This is an optimization exercise on Yosys and OpenROAD, whose aim is small area, not a production implementation.
The RTL was checked by simulation tests, not by an equivalence proof against the original design.
Power figures rest on the tool's default switching activity, not on a simulated workload.

==> flow/design.v (excerpt) <==
module ddr_controller_init_fsm (
    input  wire        clk,
    input  wire        rst,
    input  wire        start,
    input  wire [2:0]  density,
    output wire        busy,
    output wire        done,
    output wire        converged,
    output wire        err,
    output wire [3:0]  err_code,
    output wire [6:0]  attempts,
    output wire [31:0] status,
    output wire        m_req,
    output wire        m_we,
    output wire [31:0] m_addr,
    output wire [31:0] m_wdata,
    input  wire [31:0] m_rdata,
    input  wire        m_ack,
    output wire        d_req,
    output wire [31:0] d_ns,
    input  wire        d_done
);
Size: ~930 cells after synthesis.
Settings: LEC_CHECK=0, CAP_MARGIN=20, CORE_MARGIN=2, CORE_UTILIZATION=40, CTS_BUF_LIST=sky130_fd_sc_hd__clkbuf_8, CTS_CLUSTER_DIAMETER=100, CTS_CLUSTER_SIZE=30, SLEW_MARGIN=20; clock period 10.0 ns.
standard.sh (not shown) runs the stock make flow with config.mk's settings and CLKGATE_MAP_FILE= SYNTH_SCRIPT=/design/flow/synth_recipe.tcl, a recipe that flattens the netlist after the stock synthesis.
==> flow/flow/run.sh <==
#!/bin/bash
set -e
export BUFFER_PORTS_ARGS="-buffer_cell sky130_fd_sc_hd__buf_1"
bash standard.sh > standard.log 2>&1
==> next run, changes <==
--- a/flow/flow/run.sh
+++ b/flow/flow/run.sh
@@ -3,0 +4 @@
+export CTS_ARGS="-sink_clustering_enable -repair_clock_nets -dont_use_dummy_load -buf_list sky130_fd_sc_hd__clkbuf_8 -sink_clustering_size 30 -sink_clustering_max_diameter 100"
Settings changed: CTS_BUF_LIST sky130_fd_sc_hd__clkbuf_8 to not set, CTS_CLUSTER_DIAMETER 100 to not set, CTS_CLUSTER_SIZE 30 to not set.
Effect: Worst hold slack got worse by 0.0079 ns; clock-buffer cell count stays the same; non-clock buffer count is unchanged; fmax barely changes; global-route usage is about the same; combinational power hardly moves.

* * *

Starting RTL as in the previous note.
Design ddr_controller_init_fsm, start of the top module:
module ddr_controller_init_fsm (
    input  wire        clk,
    input  wire        rst,
    input  wire        start,
    input  wire [2:0]  density,
    output wire        busy,
    output wire        done,
    output wire        converged,
    output wire        err,
    output wire [3:0]  err_code,
    output wire [6:0]  attempts,
    output wire [31:0] status,
    output wire        m_req,
    output wire        m_we,
    output wire [31:0] m_addr,
    output wire [31:0] m_wdata,
    input  wire [31:0] m_rdata,
    input  wire        m_ack,
    output wire        d_req,
    output wire [31:0] d_ns,
    input  wire        d_done
);
==> flow/config.mk <==
export PLATFORM = sky130hd
export DESIGN_NAME = ddr_controller_init_fsm
export DESIGN_NICKNAME = ddr_controller_init_fsm
export VERILOG_FILES = /design/flow/design.v
export SDC_FILE = /design/flow/constraint.sdc
export NUM_CORES = 4
export LEC_CHECK = 0
export CAP_MARGIN = 0
export CORE_MARGIN = 2
export CORE_UTILIZATION = 40
export SLEW_MARGIN = 0
==> flow/constraint.sdc <==
create_clock -name core_clock -period 10.0 [get_ports {clk}]
set_input_delay 2.0000 -clock core_clock [delete_from_list [all_inputs] [get_ports {clk}]]
set_output_delay 2.0000 -clock core_clock [all_outputs]
set_load 0.01 [all_outputs]
==> flow/flow/run.sh <==
#!/bin/bash
set -e
export BUFFER_PORTS_ARGS="-buffer_cell sky130_fd_sc_hd__buf_1"
export CTS_ARGS="-sink_clustering_enable -repair_clock_nets -dont_use_dummy_load -buf_list sky130_fd_sc_hd__clkbuf_8 -sink_clustering_size 30 -sink_clustering_max_diameter 100"
bash standard.sh > standard.log 2>&1
The first run finished with timing, DRC and antenna clean.
Next try:
==> flow/flow/run.sh (replaced) <==
#!/bin/bash
set -e
export BUFFER_PORTS_ARGS="-buffer_cell sky130_fd_sc_hd__buf_1"
export CTS_ARGS="-sink_clustering_enable -repair_clock_nets -dont_use_dummy_load -buf_list sky130_fd_sc_hd__clkbuf_4 -sink_clustering_size 20 -sink_clustering_max_diameter 100"
bash standard.sh > standard.log 2>&1
--- a/flow/config.mk
+++ b/flow/config.mk
@@ -6,6 +6,6 @@
 export NUM_CORES = 4
 export LEC_CHECK = 0
-export CAP_MARGIN = 0
+export CAP_MARGIN = 20
 export CORE_MARGIN = 2
 export CORE_UTILIZATION = 40
-export SLEW_MARGIN = 0
+export SLEW_MARGIN = 20
Final area is lower by 0.59%; routed wire length hardly moves; power is lower by 5.4%; setup slack improves by 0.16 ns.

separate check: timing with driven ports:
How much do the figures lean on ideal ports? The routed layouts below were timed once more, with nothing changed but the port constraints. Step 1, drivers: a clkbuf_16 drives clk and a buf_2 each remaining input, both assumed. Step 2, shift: input delay + t, output delay - t, t = (earliest + latest rising clock arrival at the registers) / 2. This alone moves slack from input paths to output paths. Slacks: ideal ports / drivers / drivers and shift; pairs: ideal ports / drivers.
run	t, ns	setup WS [ns]	slew at the worst register clock pin (ns)	cell pins on the clock port's net
the first run of note 1	0.402	0.441 / 0.455 / 0.053	0.08 / 0.08	1
the second run of note 1	0.385	0.461 / 0.476 / 0.091	0.07 / 0.07	1
the first run of note 2	0.391	0.364 / 0.378 / -0.013	0.08 / 0.08	1
the second run of note 2	0.448	0.524 / 0.536 / 0.088	0.11 / 0.11	1
With both steps, setup timing fails in the first run of note 2, where it was met with ideal ports. For the second run of note 2, which loses most, drivers alone change the setup slack by +0.012 ns; drivers and shift together by -0.436 ns.
